Background: an optimization exercise with open tools, aiming at small area. Do not read the settings as production practice. Only simulation tests tie the RTL to the original design; equivalence was not proved. Power figures rest on the tool's default switching activity, not on a simulated workload.

$ cat run.sh
#!/bin/bash
# synth_recipe.tcl (not shown) runs the flow's synth.tcl, then flattens the netlist and writes it again
# the make line also repeats each setting of config.mk as NAME=value (left out here)
make -C /OpenROAD-flow-scripts/flow DESIGN_CONFIG=/design/flow/config.mk WORK_HOME=/design/flow/orfs CLKGATE_MAP_FILE= SYNTH_SCRIPT=/design/flow/synth_recipe.tcl finish
$ cat config.mk
export PLATFORM = sky130hd
export DESIGN_NAME = lamppwm
export DESIGN_NICKNAME = lamppwm
export VERILOG_FILES = /design/flow/design.v
export SDC_FILE = /design/flow/constraint.sdc
export NUM_CORES = 4
export LEC_CHECK = 0
export CAP_MARGIN = 20
export CORE_MARGIN = 2
export CORE_UTILIZATION = 40
export PLACE_DENSITY = 0.6
export SLEW_MARGIN = 20
$ cat constraint.sdc
create_clock -name core_clock -period 10.0 [get_ports {clk}]
set_input_delay 2.0000 -clock core_clock [delete_from_list [all_inputs] [get_ports {clk}]]
set_output_delay 2.0000 -clock core_clock [all_outputs]
set_load 0.01 [all_outputs]
$ cat design.v
module lamppwm_pwm #(
    parameter PWM_TOP = 255,
    parameter PWM_DIV = 1
) (
    input  wire       clk,
    input  wire       por,
    input  wire       op_enable,    
    input  wire       op_disable,   
    input  wire       op_set_duty,  
    input  wire [7:0] duty,         
    output reg        pwm_en,
    output wire       pwm_out
);
    localparam PRE_W = (PWM_DIV > 1) ? $clog2(PWM_DIV) : 1;
    reg [PRE_W-1:0] pwm_pre;
    reg [7:0]       pwm_cnt;
    reg [7:0]       pwm_cmp_buf;
    reg [7:0]       pwm_cmp;
    wire pre_last = (pwm_pre == PWM_DIV - 1);
    wire cnt_last = (pwm_cnt == PWM_TOP - 1);
    always @(posedge clk) begin
        if (por) begin
            pwm_en      <= 1'b0;
            pwm_pre     <= {PRE_W{1'b0}};
            pwm_cnt     <= 8'd0;
            pwm_cmp_buf <= 8'd0;
            pwm_cmp     <= 8'd0;
        end else begin
            if (pwm_en) begin
                if (pre_last) begin
                    pwm_pre <= {PRE_W{1'b0}};
                    if (cnt_last) begin
                        pwm_cnt <= 8'd0;
                        pwm_cmp <= pwm_cmp_buf;
                    end else begin
                        pwm_cnt <= pwm_cnt + 8'd1;
                    end
                end else begin
                    pwm_pre <= pwm_pre + 1'b1;
                end
            end
            if (op_disable) begin
                pwm_en  <= 1'b0;
                pwm_pre <= {PRE_W{1'b0}};
                pwm_cnt <= 8'd0;
            end
            if (op_enable && !pwm_en) begin
                pwm_en  <= 1'b1;
                pwm_pre <= {PRE_W{1'b0}};
                pwm_cnt <= 8'd0;
                pwm_cmp <= pwm_cmp_buf;
            end
            if (op_set_duty)
                pwm_cmp_buf <= duty;
        end
    end
    assign pwm_out = pwm_en && (pwm_cnt < pwm_cmp);
endmodule
module lamppwm (
    input  wire        clk,
    input  wire        por,
    input  wire        btn,
    input  wire        bg_tick,
    output wire        led,
    output wire        pwm_en,
    output wire        bg_run,
    output wire [1:0]  sleep_o,
    output wire        periph_clk_en,
    output wire [12:0] op_trace
);
    localparam TICKS_PER_MS   = 32;
    localparam PWM_TOP        = 255;
    localparam PWM_DIV        = 1;
    localparam T_WAKE_IDLE    = 2;
    localparam T_WAKE_DEEP    = 16;
    localparam DEBOUNCE_TICKS = 100 * TICKS_PER_MS;
    localparam STARTUP_TICKS  = 500 * TICKS_PER_MS;
    localparam [7:0] FULL_BRIGHTNESS_DEFAULT = 8'd250;
    localparam DLY_W          = 14;  
    localparam [2:0] M_OFF = 3'd0, M_ON = 3'd1, M_SLOW = 3'd2, M_FAST = 3'd3, M_FADE = 3'd4;
    localparam [4:0]
        S_BOOT_BG     = 5'd0,
        S_SELFTEST_ON = 5'd1,
        S_SELFTEST_WT = 5'd2,
        S_BOOT_SEI    = 5'd3,
        S_POLL        = 5'd4,
        S_DEBOUNCE    = 5'd5,
        S_ADVANCE     = 5'd6,
        S_DISPATCH    = 5'd7,
        S_OFF_PWM     = 5'd8,
        S_OFF_REQ     = 5'd9,
        S_ON_PWM      = 5'd10,
        S_ON_DUTY     = 5'd11,
        S_ON_REQ      = 5'd12,
        S_ARM         = 5'd13,
        S_SELECT      = 5'd14,
        S_DEEP_BG     = 5'd15,
        S_DEEP_PWM    = 5'd16,
        S_SLEEP       = 5'd17,
        S_WAKEUP      = 5'd18,
        S_WAKE_CLI    = 5'd19,
        S_WAKE_CLRF   = 5'd20,
        S_WAKE_DISARM = 5'd21,
        S_WAKE_BG     = 5'd22,
        S_WAKE_SEI    = 5'd23;
    localparam [4:0]
        OP_BG_START      = 5'h01,
        OP_BG_STOP       = 5'h02,
        OP_BG_RESTART    = 5'h03,
        OP_SELFTEST_ON   = 5'h04,
        OP_SELFTEST_WAIT = 5'h05,
        OP_POLL          = 5'h06,
        OP_DEBOUNCE      = 5'h07,
        OP_ADVANCE       = 5'h08,
        OP_DISPATCH      = 5'h09,
        OP_PWM_ENABLE    = 5'h0A,
        OP_PWM_DISABLE   = 5'h0B,
        OP_SET_DUTY      = 5'h0C,
        OP_REQ_SLEEP     = 5'h0D,
        OP_ARM_WAKE      = 5'h0E,
        OP_SELECT        = 5'h0F,
        OP_SLEEP         = 5'h10,
        OP_WAKEUP        = 5'h11,
        OP_CLI           = 5'h12,
        OP_CLR_WAKE_FLAG = 5'h13,
        OP_DISARM_WAKE   = 5'h14,
        OP_SEI           = 5'h15;
    reg [4:0]       seq;
    reg [2:0]       mode;
    reg             led_force;
    reg             btn_raw;
    reg             pressed;
    reg             btn_prev;
    reg             pcie;
    reg             pcif;
    reg             gie;
    reg             bg_run_r;
    reg             pstate;
    reg [DLY_W-1:0] dly;
    wire [7:0] fullbright = FULL_BRIGHTNESS_DEFAULT;
    function [2:0] next_mode(input [2:0] m);
        case (m)
            M_OFF:   next_mode = M_ON;
            M_ON:    next_mode = M_SLOW;
            M_SLOW:  next_mode = M_FAST;
            M_FAST:  next_mode = M_FADE;
            default: next_mode = M_OFF;
        endcase
    endfunction
    reg [7:0] duty;
    always @(*) begin
        case (mode)
            M_ON:    duty = fullbright;
            M_FADE:  duty = fullbright >> 1;
            M_FAST:  duty = fullbright >> 2;
            M_SLOW:  duty = fullbright >> 3;
            default: duty = 8'd0;
        endcase
    end
    wire dly_running = (dly > 1);
    wire edge_seen = (btn != btn_prev);
    wire wake = gie && ((pcie && pcif) || (!pstate && bg_run_r && bg_tick));
    wire pwm_out;
    wire op_pwm_enable  = (seq == S_ON_PWM);
    wire op_pwm_disable = (seq == S_OFF_PWM) || (seq == S_DEEP_PWM);
    wire op_set_duty    = (seq == S_ON_DUTY);
    lamppwm_pwm #(
        .PWM_TOP (PWM_TOP),
        .PWM_DIV (PWM_DIV)
    ) u_pwm (
        .clk         (clk),
        .por         (por),
        .op_enable   (op_pwm_enable),
        .op_disable  (op_pwm_disable),
        .op_set_duty (op_set_duty),
        .duty        (duty),
        .pwm_en      (pwm_en),
        .pwm_out     (pwm_out)
    );
    always @(posedge clk) begin
        if (por) begin
            seq        <= S_BOOT_BG;
            mode       <= M_OFF;
            led_force  <= 1'b0;
            btn_raw    <= 1'b1;
            pressed    <= 1'b0;
            btn_prev   <= 1'b1;
            pcie       <= 1'b0;
            pcif       <= 1'b0;
            gie        <= 1'b0;
            bg_run_r   <= 1'b0;
            pstate     <= 1'b0;
            dly        <= {DLY_W{1'b0}};
        end else begin
            btn_prev <= btn;
            case (seq)
                S_BOOT_BG: begin
                    bg_run_r <= 1'b1;
                    seq      <= S_SELFTEST_ON;
                end
                S_SELFTEST_ON: begin
                    led_force <= 1'b1;
                    dly       <= STARTUP_TICKS;
                    seq       <= S_SELFTEST_WT;
                end
                S_SELFTEST_WT: begin
                    if (dly_running) begin
                        dly <= dly - 1'b1;
                    end else begin
                        dly       <= {DLY_W{1'b0}};
                        led_force <= 1'b0;
                        seq       <= S_BOOT_SEI;
                    end
                end
                S_BOOT_SEI: begin
                    gie <= 1'b1;
                    seq <= S_POLL;
                end
                S_POLL: begin
                    btn_raw <= btn;
                    pressed <= 1'b0;
                    if (!btn) begin
                        dly <= DEBOUNCE_TICKS;
                        seq <= S_DEBOUNCE;
                    end else begin
                        seq <= S_ADVANCE;
                    end
                end
                S_DEBOUNCE: begin
                    if (dly_running) begin
                        dly <= dly - 1'b1;
                    end else begin
                        dly     <= {DLY_W{1'b0}};
                        btn_raw <= btn;
                        pressed <= !btn;
                        seq     <= S_ADVANCE;
                    end
                end
                S_ADVANCE: begin
                    if (pressed)
                        mode <= next_mode(mode);
                    seq <= S_DISPATCH;
                end
                S_DISPATCH: begin
                    if (mode == M_OFF)
                        seq <= S_OFF_PWM;
                    else
                        seq <= S_ON_PWM;
                end
                S_OFF_PWM:     seq <= S_OFF_REQ;
                S_OFF_REQ: begin
                    pstate <= 1'b1;
                    seq    <= S_ARM;
                end
                S_ON_PWM:      seq <= S_ON_DUTY;
                S_ON_DUTY:     seq <= S_ON_REQ;
                S_ON_REQ: begin
                    pstate <= 1'b0;
                    seq    <= S_ARM;
                end
                S_ARM: begin
                    pcie <= 1'b1;
                    seq  <= S_SELECT;
                end
                S_SELECT: begin
                    if (pstate)
                        seq <= S_DEEP_BG;
                    else
                        seq <= S_SLEEP;
                end
                S_DEEP_BG: begin
                    bg_run_r <= 1'b0;
                    seq      <= S_DEEP_PWM;
                end
                S_DEEP_PWM:    seq <= S_SLEEP;
                S_SLEEP: begin
                    if (wake) begin
                        dly <= pstate ? T_WAKE_DEEP : T_WAKE_IDLE;
                        seq <= S_WAKEUP;
                    end
                end
                S_WAKEUP: begin
                    if (dly_running) begin
                        dly <= dly - 1'b1;
                    end else begin
                        dly <= {DLY_W{1'b0}};
                        seq <= S_WAKE_CLI;
                    end
                end
                S_WAKE_CLI: begin
                    gie <= 1'b0;
                    seq <= S_WAKE_CLRF;
                end
                S_WAKE_CLRF: begin
                    pcif <= 1'b0;
                    seq  <= S_WAKE_DISARM;
                end
                S_WAKE_DISARM: begin
                    pcie <= 1'b0;
                    seq  <= S_WAKE_BG;
                end
                S_WAKE_BG: begin
                    if (pstate)
                        bg_run_r <= 1'b1;
                    seq <= S_WAKE_SEI;
                end
                S_WAKE_SEI: begin
                    gie <= 1'b1;
                    seq <= S_POLL;
                end
                default:       seq <= S_BOOT_BG;
            endcase
            if (pcie && edge_seen)
                pcif <= 1'b1;
        end
    end
    reg [4:0] opc;
    always @(*) begin
        case (seq)
            S_BOOT_BG:     opc = OP_BG_START;
            S_SELFTEST_ON: opc = OP_SELFTEST_ON;
            S_SELFTEST_WT: opc = OP_SELFTEST_WAIT;
            S_BOOT_SEI:    opc = OP_SEI;
            S_POLL:        opc = OP_POLL;
            S_DEBOUNCE:    opc = OP_DEBOUNCE;
            S_ADVANCE:     opc = OP_ADVANCE;
            S_DISPATCH:    opc = OP_DISPATCH;
            S_OFF_PWM:     opc = OP_PWM_DISABLE;
            S_OFF_REQ:     opc = OP_REQ_SLEEP;
            S_ON_PWM:      opc = OP_PWM_ENABLE;
            S_ON_DUTY:     opc = OP_SET_DUTY;
            S_ON_REQ:      opc = OP_REQ_SLEEP;
            S_ARM:         opc = OP_ARM_WAKE;
            S_SELECT:      opc = OP_SELECT;
            S_DEEP_BG:     opc = OP_BG_STOP;
            S_DEEP_PWM:    opc = OP_PWM_DISABLE;
            S_SLEEP:       opc = OP_SLEEP;
            S_WAKEUP:      opc = OP_WAKEUP;
            S_WAKE_CLI:    opc = OP_CLI;
            S_WAKE_CLRF:   opc = OP_CLR_WAKE_FLAG;
            S_WAKE_DISARM: opc = OP_DISARM_WAKE;
            S_WAKE_BG:     opc = OP_BG_RESTART;
            S_WAKE_SEI:    opc = OP_SEI;
            default:       opc = 5'h00;
        endcase
    end
    reg [7:0] arg;
    always @(*) begin
        case (seq)
            S_ON_DUTY:          arg = duty;
            S_OFF_REQ:          arg = 8'h01;
            S_SLEEP, S_WAKEUP:  arg = {7'd0, pstate};
            default:            arg = 8'h00;
        endcase
    end
    wire sleeping = (seq == S_SLEEP) || (seq == S_WAKEUP);
    assign op_trace      = {opc, arg};
    assign led           = led_force || pwm_out;
    assign bg_run        = bg_run_r;
    assign sleep_o       = sleeping ? (pstate ? 2'b10 : 2'b01) : 2'b00;
    assign periph_clk_en = !(sleep_o == 2'b10);
endmodule
==> impl_metrics.prom <==
# TYPE chip_impl_metric gauge
chip_impl_metric{name="insertedDiodeCount",unit=""} 0
chip_impl_metric{name="place_area",unit="µm²"} 3620
chip_impl_metric{name="numCtsBuffers",unit=""} 9
chip_impl_metric{name="cts_num_sinks",unit=""} 58
chip_impl_metric{name="finish.net_count",unit=""} 453
chip_impl_metric{name="number_of_slew_limit_violations_in_the_final_report",unit=""} 0
chip_impl_metric{name="asyncSetResetFlopFracSynth",unit=""} 0
chip_impl_info{name="cp_slowest_cell",value="sky130_fd_sc_hd__dfxtp_1"} 1
chip_impl_metric{name="finalPower",unit="mW"} 0.883
chip_impl_metric{name="synthesis.nets",unit=""} 444
chip_impl_metric{name="critical_path_cell_count",unit=""} 6
chip_impl_metric{name="totalNegativeSetupSlack",unit="ns"} 0
chip_impl_metric{name="core_area",unit="µm²"} 8220
chip_impl_metric{name="top_achievable_clock_speed",unit="MHz"} 187
chip_impl_metric{name="final_period_minus_worst_setup_slack",unit="ns"} 5.33
chip_impl_metric{name="grt_pass1_wl",unit="mm"} 13.1
chip_impl_metric{name="synth_top_area_share",unit=""} 0.344
chip_impl_metric{name="final_hold_viol_count",unit=""} 0
chip_impl_metric{name="placement_rows",unit=""} 33
chip_impl_metric{name="drt-wirelength-per-cell",unit="µm"} 14.2
chip_impl_metric{name="finalNonFillerCells",unit=""} 544
chip_impl_metric{name="top_level_ports",unit=""} 23
chip_impl_metric{name="detailedPlacementHpwl",unit="mm"} 5.12
chip_impl_metric{name="worst_slew_margin_rel",unit=""} 0.326
chip_impl_info{name="cts.root.buffer_cell",value="sky130_fd_sc_hd__clkbuf_8"} 1
chip_impl_metric{name="timing.critical_path.slowest_cell_delay",unit="ns"} 0.82
chip_impl_metric{name="maxCapViolations",unit=""} 0
chip_impl_metric{name="worst-path-max-fanout",unit=""} 25
chip_impl_info{name="synth_top_cells_by_area",value="sky130_fd_sc_hd__dfxtp_1, sky130_fd_sc_hd__nor2_1, sky130_fd_sc_hd__ha_1"} 1
chip_impl_metric{name="post-cts-setup-buffers",unit=""} 0
chip_impl_info{name="synth_top_flop_cell",value="sky130_fd_sc_hd__dfxtp_1"} 1
chip_impl_info{name="cpLargestDelayFamily",value="simple AND/OR/NAND/NOR gates"} 1
chip_impl_metric{name="die-width",unit="µm"} 95.9
chip_impl_metric{name="least_margin_pin_slew",unit="ns"} 1.01
chip_impl_metric{name="layout.cell_area.non_filler",unit="µm²"} 3860
chip_impl_metric{name="power_density",unit="nW/µm²"} 229
chip_impl_metric{name="critical_path_buffer_and_inverter_count",unit=""} 1
chip_impl_metric{name="total_detailed_routing_wirelength",unit="mm"} 7.70
chip_impl_metric{name="final.setup_skew",unit="ns"} 0.00950
chip_impl_metric{name="port_buffers",unit=""} 22
chip_impl_metric{name="dr_total_vias",unit=""} 3012
chip_impl_metric{name="static-leakage-power",unit="nW"} 1.39
chip_impl_metric{name="synthCells",unit=""} 425
chip_impl_metric{name="worstSkewPairLatency",unit="ns"} 0.34
chip_impl_metric{name="hold-worst-slack",unit="ns"} 0.469
chip_impl_metric{name="route.detailed.vias_per_inst",unit=""} 5.54
chip_impl_metric{name="cell_count_post_placement",unit=""} 528
chip_impl_info{name="synth.most_common_cell",value="sky130_fd_sc_hd__nor2_1"} 1
chip_impl_metric{name="synth.avg_cell_area",unit="µm²"} 7.95
chip_impl_metric{name="crit_arrival",unit="ns"} 3.33
chip_impl_metric{name="grt_pass1_vias",unit=""} 2782
chip_impl_metric{name="post-route-period-util",unit=""} 0.533
chip_impl_metric{name="yosysWarningCount",unit=""} 2
chip_impl_metric{name="clock_tree.htree_level_count",unit=""} 3
chip_impl_metric{name="syn-cell-area",unit="µm²"} 3380
chip_impl_metric{name="combined_area_of_the_multi_input_logic_cells",unit="µm²"} 2020
chip_impl_metric{name="pre_repair_dr_iteration_count",unit=""} 4
chip_impl_metric{name="report.final.setup_viol",unit=""} 0
chip_impl_metric{name="postCtsHoldBufs",unit=""} 0
chip_impl_metric{name="floorplan.die.height",unit="µm"} 95.9
chip_impl_info{name="grt_setup_unrepaired",value="false"} 1
chip_impl_info{name="timing.critical_path.cells",value="nand2b_1, nor3b_1, nand2_1, nor4b_1, or2_2, clkdlybuf4s50_1"} 1
chip_impl_metric{name="cts-root-to-sink-buffers",unit=""} 2
chip_impl_metric{name="layout-area-overhead-vs-synth",unit="%"} 14.2
chip_impl_metric{name="regArea",unit="µm²"} 1160
chip_impl_metric{name="edff_count_synth",unit=""} 0
chip_impl_info{name="synth_common_cells",value="sky130_fd_sc_hd__nor2_1, sky130_fd_sc_hd__dfxtp_1, sky130_fd_sc_hd__a21oi_1, sky130_fd_sc_hd__nand2_1, sky130_fd_sc_hd__inv_1"} 1
chip_impl_info{name="critPathLaunchType",value="register"} 1
chip_impl_info{name="post-synth-top-area-cell",value="sky130_fd_sc_hd__dfxtp_1"} 1
chip_impl_metric{name="die_area",unit="µm²"} 9190
chip_impl_metric{name="initialDrtViolationCount",unit=""} 150
chip_impl_metric{name="start_util",unit=""} 0.411
chip_impl_metric{name="final_layout_size_suffix_gt1_frac",unit=""} 0.0683
chip_impl_info{name="endpoint_kind",value="output port"} 1
chip_impl_metric{name="netlist-cell-type-count",unit=""} 66
chip_impl_metric{name="r2r_cells",unit=""} 9
chip_impl_metric{name="gp_congestion",unit=""} 0.826
chip_impl_info{name="path_type_of_the_worst_min_delay_path",value="reg -> reg"} 1
chip_impl_metric{name="grtUsageTotal",unit=""} 0.183
chip_impl_metric{name="ys_seq_area_frac",unit=""} 0.344
chip_impl_metric{name="synth.ff_latch_count",unit=""} 58
chip_impl_metric{name="critPathRequiredTime",unit="ns"} 8.00
chip_impl_metric{name="worst_setup_hold_path_clk_slew",unit="ns"} 0.06
chip_impl_metric{name="worstHoldPathCells",unit=""} 2
chip_impl_metric{name="grt_antenna_before_repair",unit=""} 0
chip_impl_metric{name="overflow_left_after_global_routing",unit=""} 0
chip_impl_metric{name="ir_drop",unit="mV"} 0.0811
chip_impl_metric{name="layout.filler_cells",unit=""} 814
chip_impl_info{name="status",value="timing/DRC/antenna clean"} 1
chip_impl_metric{name="detail_route.drc_violations",unit=""} 0
chip_impl_info{name="setup.worst_path.class",value="reg -> out"} 1
chip_impl_metric{name="postCtsResizedCells",unit=""} 0
chip_impl_info{name="tritoncts_clock_tree",value="yes"} 1
chip_impl_metric{name="largest_net_degree_at_the_start_of_global_routing",unit=""} 46
chip_impl_metric{name="ant_nets",unit=""} 0
==> cells by family after synthesis <==
| family | after synthesis | share of synthesized area |
|---|---|---|
| compound gates | 101 | 0.200 |
| xor+xnor | 17 | 0.0441 |
| fa+ha+maj | 15 | 0.0556 |
| buf+inv | 44 | 0.0582 |
| flops | 58 | 0.344 |
| mux | 5 | 0.0148 |
| simple gates | 185 | 0.284 |
==> final timing paths <==
path	start	end	slack, ns
max	seq[3]	op_trace[3]	4.67
min	pressed	pressed	0.47
max reg2reg	seq[2]	opc[2]	6.77
min reg2reg	pressed	pressed	0.47
==> layer usage <==
layer / wire length, µm / share of wire / global-route usage
met5: 0 / 0 / 0
met4: 170 / 0.022 / 0.0810
met3: 356 / 0.046 / 0.0501
met2: 3280 / 0.43 / 0.277
met1: 3900 / 0.51 / 0.242
==> state kept, by name, indices dropped and copies added, names as in the netlist <==
name / count
dly: 14
u_pwm.pwm_cmp: 7
u_pwm.pwm_cnt: 8
led_force: 1
seq: 5
opc: 5
pressed: 1
bg_run_r: 1
pstate: 1
gie: 1
pcie: 1
pcif: 1
u_pwm.pwm_cmp_buf: 7
btn_prev: 1
u_pwm.pwm_en: 1
mode: 3
==> final cells by class <==
class	instances	share of cell area
multi-input combinational	323	0.524
timing repair buffer	25	0.0629
inverter	17	0.0165
clock inverter	4	0.0188
sequential	58	0.301
clock buffer	12	0.0428
tap	105	0.0341
==> power breakdown <==
part	internal, mW	switching, mW	total, mW
Combinational	0.131	0.184	0.315
Sequential	0.265	0.0429	0.308
Clock	0.160	0.0999	0.260
==> layout by cell type, fill, tap and decap left out, types with 4 or more instances in the layout <==
cell,n
sky130_fd_sc_hd__o21ai_0,14
sky130_fd_sc_hd__a22oi_1,4
sky130_fd_sc_hd__mux2i_1,5
sky130_fd_sc_hd__nand3_1,7
sky130_fd_sc_hd__a21oi_1,35
sky130_fd_sc_hd__ha_1,15
sky130_fd_sc_hd__and3_1,4
sky130_fd_sc_hd__clkdlybuf4s50_1,22
sky130_fd_sc_hd__nor4_1,6
sky130_fd_sc_hd__xnor2_1,7
sky130_fd_sc_hd__nor3_1,14
sky130_fd_sc_hd__nand2b_1,7
sky130_fd_sc_hd__clkbuf_8,12
sky130_fd_sc_hd__dfxtp_1,58
sky130_fd_sc_hd__nor2b_1,14
sky130_fd_sc_hd__nand2_1,25
sky130_fd_sc_hd__xor2_1,10
sky130_fd_sc_hd__a31oi_1,6
sky130_fd_sc_hd__inv_1,17
sky130_fd_sc_hd__nand3b_1,7
sky130_fd_sc_hd__nor2_1,70
sky130_fd_sc_hd__nand4_1,8
==> stage by stage <==
stage | util | setup slack (ns)
CTS | 0.469 | 4.71
finish | 0.469 | 4.67
global route | 0.469 | 4.26
detailed placement | 0.440 | 5.10
floorplan | - | 5.90
global placement | 0.440 | 5.13
==> worst register-to-register path: stages (launching register included) <==
cell and delay [ns]:
sky130_fd_sc_hd__dfxtp_1 0.78, sky130_fd_sc_hd__or4bb_1 0.56, sky130_fd_sc_hd__a21oi_1 0.23, sky130_fd_sc_hd__o21a_1 0.43
sky130_fd_sc_hd__o221a_4 0.33, sky130_fd_sc_hd__nor2_1 0.09, sky130_fd_sc_hd__ha_1 0.23, sky130_fd_sc_hd__nand2_1 0.08
sky130_fd_sc_hd__a21oi_1 0.07, sky130_fd_sc_hd__a221oi_1 0.33

port drivers added, routing unchanged:
The flow's constraints put no driver on any port. The routed layout listed below was extracted and timed again, unchanged, in two steps.
Step 1 (the two cells are an assumption about what drives the block):
set clk [get_ports {clk}]
set_driving_cell -lib_cell sky130_fd_sc_hd__clkbuf_16 $clk
set_driving_cell -lib_cell sky130_fd_sc_hd__buf_2 [delete_from_list [all_inputs] $clk]
Step 2 times the ports against the registers' clock, not the clock port: input delays grow and output delays shrink by t, the midpoint of the rising clock arrivals with the driver on.
Three values: ideal ports, drivers, drivers and shift; two values: the first two.
shift t [ns]: 0.372
slack for setup (ns): 4.666 / 4.633 / 5.005
worst setup path at the end: register to output
worst slew at a driven data input, ns: 0.03
After both steps this run still meets setup and hold. For this run, drivers alone change the setup slack by -0.033 ns; drivers and shift together by +0.339 ns.
